Background: an optimization exercise with open tools, aiming at small area. Do not read the settings as production practice. Function was checked by simulation only, so behaviour that the tests miss may differ from the original.

==> inputs of job 1560 <==
==> flow/design.v <==
module adc_seq (
    input  wire        clk,
    input  wire        rst,
    input  wire        cmd_valid,
    input  wire [31:0] cmd_word,
    input  wire [31:0] cmd_addr,
    input  wire [31:0] cmd_a,
    input  wire [31:0] cmd_b,
    output wire        ready,
    output wire        rsp_valid,
    output wire [1:0]  rsp_kind,
    output wire [31:0] rsp_data,
    input  wire        rsp_take,
    output wire        busy,
    output wire        fault,
    output wire [2:0]  fault_cause,
    output wire [31:0] fault_info,
    output wire [15:0] pin_oe,
    output wire [15:0] pin_out,
    output wire        conv_start,
    output wire [4:0]  conv_ch,
    output wire        conv_trusted,
    input  wire        conv_done,
    input  wire [11:0] conv_data
);
    localparam [31:0] A_CLK0  = 32'h1000_0000;
    localparam [31:0] A_CLK1  = 32'h1000_0004;
    localparam [31:0] A_MODER = 32'h2000_0000;
    localparam [31:0] A_ODR   = 32'h2000_0014;
    localparam [31:0] A_SR    = 32'h3000_0000;
    localparam [31:0] A_CR    = 32'h3000_0008;
    localparam [31:0] A_SQR   = 32'h3000_0034;
    localparam [31:0] A_DR    = 32'h3000_004C;
    localparam [3:0] OP_RD = 4'h1, OP_WR = 4'h2, OP_MOD = 4'h3, OP_PORT_INIT = 4'h4,
                     OP_PIN_SET = 4'h5, OP_ADC_INIT = 4'h6, OP_ADC_READ = 4'h7;
    localparam [3:0] S_IDLE = 4'b0000, S_RSP_OK = 4'b0001, S_RSP_DATA = 4'b0010,
                     S_START_OK = 4'b0100, S_START_RD = 4'b0101,
                     S_STAB = 4'b0110, S_POLL = 4'b0111;
    localparam [2:0] F_NONE = 3'd0, F_ILLEGAL = 3'd1, F_MISALIGNED = 3'd2,
                     F_UNMAPPED = 3'd3, F_UNCLOCKED = 3'd4, F_RO_WRITE = 3'd5,
                     F_DISTURBED = 3'd6;
    reg [31:0] clk0, clk1, moder, odr, sqr;
    reg [31:0] cr;
    reg [11:0] dr;
    reg        eoc, settled, conv_busy;
    reg [3:0]  st;
    reg [31:0] d;            
    wire idle = (st == S_IDLE);
    wire stab = (st == S_STAB);
    wire poll = (st == S_POLL);
    wire k    = idle & ~rst;             
    wire acc  = k & cmd_valid;
    wire [3:0] op = cmd_word[3:0];
    wire hi_zero  = (cmd_word[31:9] == 23'd0);
    wire mid_zero = (cmd_word[8:4] == 5'd0);
    reg legal;
    always @(*) begin
        case (op)
            OP_RD, OP_WR, OP_MOD, OP_ADC_INIT, OP_ADC_READ:
                legal = hi_zero & mid_zero;
            OP_PORT_INIT:
                legal = hi_zero & mid_zero & (cmd_a[31:16] == 16'd0);
            OP_PIN_SET:
                legal = hi_zero;
            default:
                legal = 1'b0;
        endcase
    end
    wire kl     = k & legal;
    wire op_rd  = kl & (op == OP_RD);
    wire op_wr  = kl & (op == OP_WR);
    wire op_mod = kl & (op == OP_MOD);
    wire op_pi  = kl & (op == OP_PORT_INIT);
    wire op_ps  = kl & (op == OP_PIN_SET);
    wire op_ai  = kl & (op == OP_ADC_INIT);
    wire op_ar  = kl & (op == OP_ADC_READ);
    wire op_wm  = op_wr | op_mod;
    wire op_gen = op_rd | op_wm;
    wire [31:0] a = cmd_addr;
    wire is_clk0  = (a == A_CLK0);
    wire is_clk1  = (a == A_CLK1);
    wire is_moder = (a == A_MODER);
    wire is_odr   = (a == A_ODR);
    wire is_sr    = (a == A_SR);
    wire is_cr    = (a == A_CR);
    wire is_sqr   = (a == A_SQR);
    wire is_dr    = (a == A_DR);
    wire mapped   = is_clk0 | is_clk1 | is_moder | is_odr | is_sr | is_cr | is_sqr | is_dr;
    wire clocked  = is_clk0 | is_clk1 |
                    ((is_moder | is_odr) & clk0[0]) |
                    ((is_sr | is_cr | is_sqr | is_dr) & clk1[8]);
    wire cr_w0   = cmd_a[0] | (op_mod & cr[0] & ~cmd_b[0]);
    wire cr_w30  = cmd_a[30];
    wire clk1_w8 = cmd_a[8] | (op_mod & clk1[8] & ~cmd_b[8]);
    wire disturbs = conv_busy & ((is_cr & (cr_w30 | ~cr_w0)) | is_sqr | (is_clk1 & ~clk1_w8));
    reg [2:0] gfault;
    always @(*) begin
        if (a[1:0] != 2'b00)
            gfault = F_MISALIGNED;
        else if (!mapped)
            gfault = F_UNMAPPED;
        else if (!clocked)
            gfault = F_UNCLOCKED;
        else if (op_wm & (is_sr | is_dr))
            gfault = F_RO_WRITE;
        else if (op_wm & disturbs)
            gfault = F_DISTURBED;
        else
            gfault = F_NONE;
    end
    wire g_ok    = op_gen & (gfault == F_NONE);
    wire b_clk0  = g_ok & is_clk0;
    wire b_clk1  = g_ok & is_clk1;
    wire b_moder = g_ok & is_moder;
    wire b_odr   = g_ok & is_odr;
    wire b_sr    = g_ok & is_sr;
    wire b_cr    = g_ok & is_cr;
    wire b_sqr   = g_ok & is_sqr;
    wire b_dr    = (g_ok & is_dr) | (poll & ~rst);
    wire f_word  = k & ~legal;
    wire f_addr  = op_gen & (gfault != F_NONE);
    wire f_odr   = op_ps & ~clk0[0];
    wire f_sqr   = op_ai & conv_busy;
    wire f_cr    = op_ar & (~clk1[8] | conv_busy);
    wire [31:0] rdata = ({32{f_word}}  & cmd_word) |
                        ({32{f_addr}}  & cmd_addr) |
                        ({32{f_odr}}   & A_ODR) |
                        ({32{f_sqr}}   & A_SQR) |
                        ({32{f_cr}}    & A_CR)  |
                        ({32{b_clk0}}  & clk0)  |
                        ({32{b_clk1}}  & clk1)  |
                        ({32{b_moder}} & moder) |
                        ({32{b_odr}}   & odr)   |
                        ({32{b_sr}}    & {30'd0, eoc, 1'b0}) |
                        ({32{b_cr}}    & cr)    |
                        ({32{b_sqr}}   & sqr)   |
                        ({32{b_dr}}    & {20'd0, dr});
    wire [15:0] pin_bit = 16'd1 << cmd_word[7:4];
    reg  [31:0] clr, set;
    integer i;
    always @(*) begin
        for (i = 0; i < 32; i = i + 1) begin
            clr[i] = rst | op_wr | (op_mod & cmd_b[i]);
            set[i] = (op_wm & cmd_a[i]) | (op_pi & (i % 2 == 0)) |
                     (op_ps & (i < 16) & cmd_word[8]);
        end
    end
    wire [31:0] wbus = (rdata & ~clr) | set;
    reg [2:0]  cause;
    always @(*) begin
        cause = F_NONE;
        if (!legal) begin
            cause = F_ILLEGAL;
        end else if (op_gen) begin
            cause = gfault;
        end else if (op_ps) begin
            cause = clk0[0] ? F_NONE : F_UNCLOCKED;
        end else if (op_ai) begin
            cause = conv_busy ? F_DISTURBED : F_NONE;
        end else if (op_ar) begin
            cause = !clk1[8] ? F_UNCLOCKED : conv_busy ? F_DISTURBED : F_NONE;
        end
    end
    wire good  = (cause == F_NONE);
    wire ok    = acc & good;
    wire g_wr  = ok & op_wm;
    wire b_wr  = g_wr;                            
    wire ai_run   = acc & legal & op_ai;          
    wire ai_ok    = ok & op_ai;
    wire pi_ok    = ok & op_pi;
    wire wr_start = g_wr & is_cr & cr_w30 & cr_w0;
    wire ar_start = ok & op_ar & cr[0];
    wire start    = wr_start | ar_start;
    wire settle_clr = (g_wr & is_cr & (cr_w0 != cr[0])) | (g_wr & is_clk1 & ~clk1_w8) |
                      (ai_ok & ~cr[0]);
    wire stab_end = stab & (d[3:0] == 4'd15);
    wire we_clk0  = (b_wr & b_clk0)  | rst;
    wire we_clk1  = (b_wr & b_clk1)  | rst;
    wire we_moder = (b_wr & b_moder) | rst;
    wire we_odr   = (b_wr & b_odr)   | rst;
    wire ps_ok    = ok & op_ps;
    wire [15:0] we_mfield = {16{we_moder}} | ({16{pi_ok}} & cmd_a[15:0]);
    wire [15:0] we_obit   = {16{we_odr}}   | ({16{ps_ok}} & pin_bit);
    wire we_sqr   = (b_wr & b_sqr)   | rst;
    wire we_cr    = (b_wr & b_cr)    | rst;
    wire set_clk0_0 = pi_ok | ai_run;
    always @(posedge clk) begin
        if (we_clk0) clk0[31:1] <= wbus[31:1];
        if (we_clk0 | set_clk0_0) clk0[0] <= wbus[0] | set_clk0_0;
        if (we_clk1) begin clk1[31:9] <= wbus[31:9]; clk1[7:0] <= wbus[7:0]; end
        if (we_clk1 | ai_run) clk1[8] <= wbus[8] | ai_run;
        for (i = 0; i < 16; i = i + 1) begin
            if (i == 4) begin
                if (we_mfield[i] | ai_run) moder[2*i +: 2] <= wbus[2*i +: 2] | {2{ai_run}};
            end else begin
                if (we_mfield[i]) moder[2*i +: 2] <= wbus[2*i +: 2];
            end
            if (we_obit[i]) odr[i] <= wbus[i];
        end
        if (we_odr) odr[31:16] <= wbus[31:16];
        if (we_sqr) sqr[31:5] <= wbus[31:5];
        if (we_sqr | ai_ok) sqr[4:0] <= ai_ok ? 5'd4 : wbus[4:0];
        if (we_cr) begin cr[31] <= wbus[31]; cr[29:1] <= wbus[29:1]; end
        if (we_cr | ai_ok) cr[0] <= wbus[0] | ai_ok;
        cr[30] <= 1'b0;
    end
    always @(posedge clk) begin
        if (rst) begin
            dr <= 12'd0;
            eoc <= 1'b0;
            settled <= 1'b0;
            conv_busy <= 1'b0;
        end else begin
            if (settle_clr)
                settled <= 1'b0;
            else if (stab_end)
                settled <= 1'b1;
            if ((ok & op_rd & is_dr) | (poll & eoc))
                eoc <= 1'b0;
            if (start) begin
                eoc <= 1'b0;
                conv_busy <= 1'b1;
            end
            if (conv_done & conv_busy) begin
                dr <= conv_data;
                eoc <= 1'b1;
                conv_busy <= 1'b0;
            end
        end
    end
    always @(posedge clk) begin
        if (idle | (poll & eoc))
            d <= rdata;
        else if (stab)
            d[3:0] <= d[3:0] + 4'd1;
        if (rst) begin
            st <= S_IDLE;
        end else begin
            case (st)
                S_IDLE:
                    if (acc) begin
                        if (!good)              st <= {1'b1, cause};
                        else if (wr_start)      st <= S_START_OK;
                        else if (ar_start)      st <= S_START_RD;
                        else if (op_ai)         st <= S_STAB;
                        else if (op_ar)         st <= S_POLL;
                        else if (op_rd)         st <= S_RSP_DATA;
                        else                    st <= S_RSP_OK;
                    end
                S_RSP_OK, S_RSP_DATA:
                    if (rsp_take) st <= S_IDLE;
                S_START_OK: st <= S_RSP_OK;
                S_START_RD: st <= S_POLL;
                S_STAB:  if (d[3:0] == 4'd15) st <= S_RSP_OK;
                S_POLL:  if (eoc) st <= S_RSP_DATA;
                default: ;  
            endcase
        end
    end
    wire rsp_on = ~st[3] & ~st[2] & (st[1] | st[0]);
    assign ready       = idle;
    assign busy        = ~st[3] & st[2];
    assign fault       = st[3];
    assign fault_cause = st[2:0] & {3{st[3]}};
    assign fault_info  = d & {32{st[3]}};
    assign rsp_valid   = rsp_on;
    assign rsp_kind    = st[1:0] & {2{~st[3] & ~st[2]}};
    assign rsp_data    = d & {32{st == S_RSP_DATA}};
    assign conv_start   = ~st[3] & st[2] & ~st[1];
    assign conv_ch      = sqr[4:0];
    assign conv_trusted = settled & (sqr[4:0] == 5'd4) & (moder[9:8] == 2'b11);
    genvar n;
    generate
        for (n = 0; n < 16; n = n + 1) begin : g_pin
            assign pin_oe[n]  = clk0[0] & (moder[2*n+1:2*n] == 2'b01);
            assign pin_out[n] = pin_oe[n] & odr[n];
        end
    endgenerate
endmodule
==> flow/flow/run.sh <==
#!/bin/bash
# Layout: the standard flow (standard.sh, unchanged synthesis), with two
# changes to the cells it places:
#  - buffer_ports buffers every input and output port with
#    sky130_fd_sc_hd__buf_1 (left to itself it picks a 10 um2 delay buffer);
#  - the clock tree is built from clkbuf_4 with clusters of at most 8 sinks
#    and no dummy loads.
# make's full output goes to standard_finish.log here; ORFS writes each
# step's log under orfs/logs.
set -euo pipefail
bash standard.sh \
  "BUFFER_PORTS_ARGS=-buffer_cell sky130_fd_sc_hd__buf_1" \
  "CTS_ARGS=-sink_clustering_enable -repair_clock_nets -buf_list sky130_fd_sc_hd__clkbuf_4 -sink_clustering_size 8 -sink_clustering_max_diameter 40 -dont_use_dummy_load" \
  finish > standard_finish.log 2>&1
==> flow/standard.sh <==
#!/bin/bash
# synth_recipe.tcl (not shown) runs the flow's synth.tcl, then flattens the netlist and writes it again
# the make line also repeats each setting of config.mk as NAME=value (left out here)
make -C /OpenROAD-flow-scripts/flow DESIGN_CONFIG=/design/flow/config.mk WORK_HOME=/design/flow/orfs CLKGATE_MAP_FILE= SYNTH_SCRIPT=/design/flow/synth_recipe.tcl "${@:-finish}"
==> flow/config.mk <==
export PLATFORM = sky130hd
export DESIGN_NAME = adc_seq
export DESIGN_NICKNAME = adc_seq
export VERILOG_FILES = /design/flow/design.v
export SDC_FILE = /design/flow/constraint.sdc
export NUM_CORES = 4
export LEC_CHECK = 0
export ABC_AREA = 1
export CAP_MARGIN = 20
export CORE_MARGIN = 2
export CORE_UTILIZATION = 60
export SLEW_MARGIN = 20
==> flow/constraint.sdc <==
create_clock -name core_clock -period 6.0 [get_ports {clk}]
set_input_delay 1.2000 -clock core_clock [delete_from_list [all_inputs] [get_ports {clk}]]
set_output_delay 1.2000 -clock core_clock [all_outputs]
set_load 0.01 [all_outputs]
==> inputs of job 1153, as changes to job 1560 <==
--- a/flow/design.v
+++ b/flow/design.v
@@ -46,3 +46,4 @@
     reg [3:0]  st;
-    reg [31:0] d;            
+    reg [31:0] d_n;          
+    wire [31:0] d = ~d_n;
     wire idle = (st == S_IDLE);
@@ -232,5 +233,5 @@
         if (idle | (poll & eoc))
-            d <= rdata;
+            d_n <= ~rdata;
         else if (stab)
-            d[3:0] <= d[3:0] + 4'd1;
+            d_n[3:0] <= ~(d[3:0] + 4'd1);
         if (rst) begin
--- a/flow/flow/run.sh
+++ b/flow/flow/run.sh
@@ -1,4 +1,8 @@
 #!/bin/bash
-# Layout: the standard flow (standard.sh, unchanged synthesis), with two
-# changes to the cells it places:
+# Layout: the standard flow (standard.sh), with these changes:
+#  - after the standard synthesis (run unchanged), the combinational logic of
+#    its netlist is re-mapped by ABC with an area-recovering script
+#    (flow/remap.tcl, flow/remap.abc); the flip-flops keep their instances,
+#    names and cell types. If anything in that step fails, or the flip-flops
+#    do not come out the same, the standard netlist is kept;
 #  - buffer_ports buffers every input and output port with
@@ -7,5 +11,30 @@
 #    and no dummy loads.
-# make's full output goes to standard_finish.log here; ORFS writes each
-# step's log under orfs/logs.
+# Each tool's full output goes to a log here: standard_synth.log,
+# remap.log, standard_finish.log; ORFS writes each step's log under orfs/logs.
 set -euo pipefail
+W=$PWD
+R=$W/orfs/results/$FLOW_PLATFORM/adc_seq/base
+bash standard.sh synth > standard_synth.log 2>&1
+cp "$R/1_2_yosys.v" "$W/standard_1_2_yosys.v"
+
+YOSYS=$(command -v yosys || echo "$FLOW_HOME/../tools/install/yosys/bin/yosys")
+ffs() { grep -oE '^\s*sky130_fd_sc_hd__[a-z]*df[a-z0-9_]* +\S+' "$1" | sort; }
+ok=0
+if REMAP_IN="$W/standard_1_2_yosys.v" REMAP_OUT="$W/remap_1_2_yosys.v" \
+   REMAP_LIB="$FLOW_HOME/platforms/$FLOW_PLATFORM/lib/sky130_fd_sc_hd__tt_025C_1v80.lib" \
+   REMAP_STUB="$W/flow/ffstub.v" REMAP_ABC="$W/flow/remap.abc" REMAP_TOP="$FLOW_TOP" \
+   "$YOSYS" -c "$W/flow/remap.tcl" > remap.log 2>&1; then
+  if [[ -s remap_1_2_yosys.v ]] && diff <(ffs standard_1_2_yosys.v) <(ffs remap_1_2_yosys.v) >> remap.log 2>&1 \
+     && [[ $(ffs standard_1_2_yosys.v | wc -l) -gt 0 ]]; then
+    ok=1
+  fi
+fi
+if [[ $ok == 1 ]]; then
+  echo "remap: using the re-mapped netlist" >> remap.log
+  cp remap_1_2_yosys.v "$R/1_2_yosys.v"
+  rm -f "$R/1_synth.odb" "$R/1_synth.sdc"
+else
+  echo "remap: keeping the standard netlist" >> remap.log
+fi
+
 bash standard.sh \
==> flow/flow/ffstub.v (new file) <==
// The flip-flop cells the standard synthesis uses, as blackboxes, so that the
// re-mapping leaves every register instance as it is.
(* blackbox *) module sky130_fd_sc_hd__edfxtp_1 (input CLK, input D, input DE, output Q); endmodule
(* blackbox *) module sky130_fd_sc_hd__dfxtp_1 (input CLK, input D, output Q); endmodule
==> flow/flow/remap.abc (new file) <==
strash
&get -n
&fraig -x
&put
scorr
dc2
strash
&get -n
&dch -f
&nf -R 1000
&put
strash
&get -n
&dch -f
&nf -R 1000
&put
buffer -c
topo
stime -c
upsize -c
dnsize -c
==> flow/flow/remap.tcl (new file) <==
# Re-map the standard synthesis's combinational logic with ABC; the flip-flops
# (blackboxes here) keep their instances, names and cell types.
# Environment: REMAP_IN, REMAP_OUT, REMAP_LIB, REMAP_STUB, REMAP_ABC, REMAP_TOP.
yosys read_verilog $::env(REMAP_STUB)
yosys read_liberty -wb -nooverwrite -ignore_miss_func $::env(REMAP_LIB)
yosys read_verilog $::env(REMAP_IN)
yosys hierarchy -check -top $::env(REMAP_TOP)
yosys flatten -wb
yosys opt -purge
yosys abc -liberty $::env(REMAP_LIB) \
  -dont_use sky130_fd_sc_hd__probe_p_8 -dont_use sky130_fd_sc_hd__probec_p_8 \
  -dont_use sky130_fd_sc_hd__lpflow_* \
  -D 4500 -script $::env(REMAP_ABC)
yosys opt_clean -purge
yosys setundef -zero
yosys splitnets
yosys opt_clean -purge
yosys hilomap -singleton -hicell sky130_fd_sc_hd__conb_1 HI -locell sky130_fd_sc_hd__conb_1 LO
yosys rename -hide w:*.*
yosys rename -enumerate
yosys check
yosys tee -o $::env(REMAP_OUT).stat stat -liberty $::env(REMAP_LIB)
yosys write_verilog -noattr -nohex -nodec $::env(REMAP_OUT)
PLACE_DENSITY = 0.9   (was unset)
==> inputs of job 1045, as changes to job 1560 <==
PLACE_DENSITY = 0.9   (was unset)
==> comparison <==
Against job 1560, the register-to-register slack of job 1045 is higher by 0.08 ns.
Of job 1153 and job 1045, job 1045 has the higher maximum frequency (gap about 11%, measured against job 1045).
Against job 1560, the sequential share of layout area of job 1045 is higher by 0.15 points.
Between job 1153 and job 1045, the lower synthesized area is in job 1153 (gap 7.6%, measured against job 1045).
In flip-flop and latch count, job 1560 and job 1153 do not differ.
Of job 1153 and job 1045, job 1045 has the higher clock skew (gap 0.031 ns).
Cell count, lowest first: job 1153, job 1045, job 1560.
In job 1045 the via count is higher than in job 1560, by 2.9%.

==> port drivers added, routing unchanged <==
The results above use ideal ports. As a check the final layouts listed here were re-extracted and re-timed, cells and wires unchanged.
Step 1, drivers: a clkbuf_16 drives clk and a buf_2 each remaining input, both assumed.
Step 2 also shifts input and output timing later by t, the mid clock arrival at the registers, as if the neighbouring blocks saw the same clock.
Three values: ideal, step 1, step 2; two values: the first two.
| run | t (ns) | slack for setup (ns) | worst hold slack (ns) | clock arrival spread, ns | worst data-port slew with drivers (ns) |
|---|---|---|---|---|---|
| job 1560 | 0.655 | 0.997 / 1.014 / 0.359 | 0.488 / 0.488 / 0.488 | 0.074 / 0.074 | 0.07 |
| job 1153 | 0.679 | 0.271 / 0.288 / -0.391 | 0.460 / 0.460 / 0.460 | 0.069 / 0.069 | 0.07 |
| job 1045 | 0.670 | 0.886 / 0.895 / 0.225 | 0.498 / 0.498 / 0.498 | 0.100 / 0.100 | 0.08 |
With both steps, setup timing fails in job 1153, where it was met with ideal ports. The setup slack of job 1153, which loses most, moves by +0.017 ns with the drivers and by -0.662 ns with both steps.
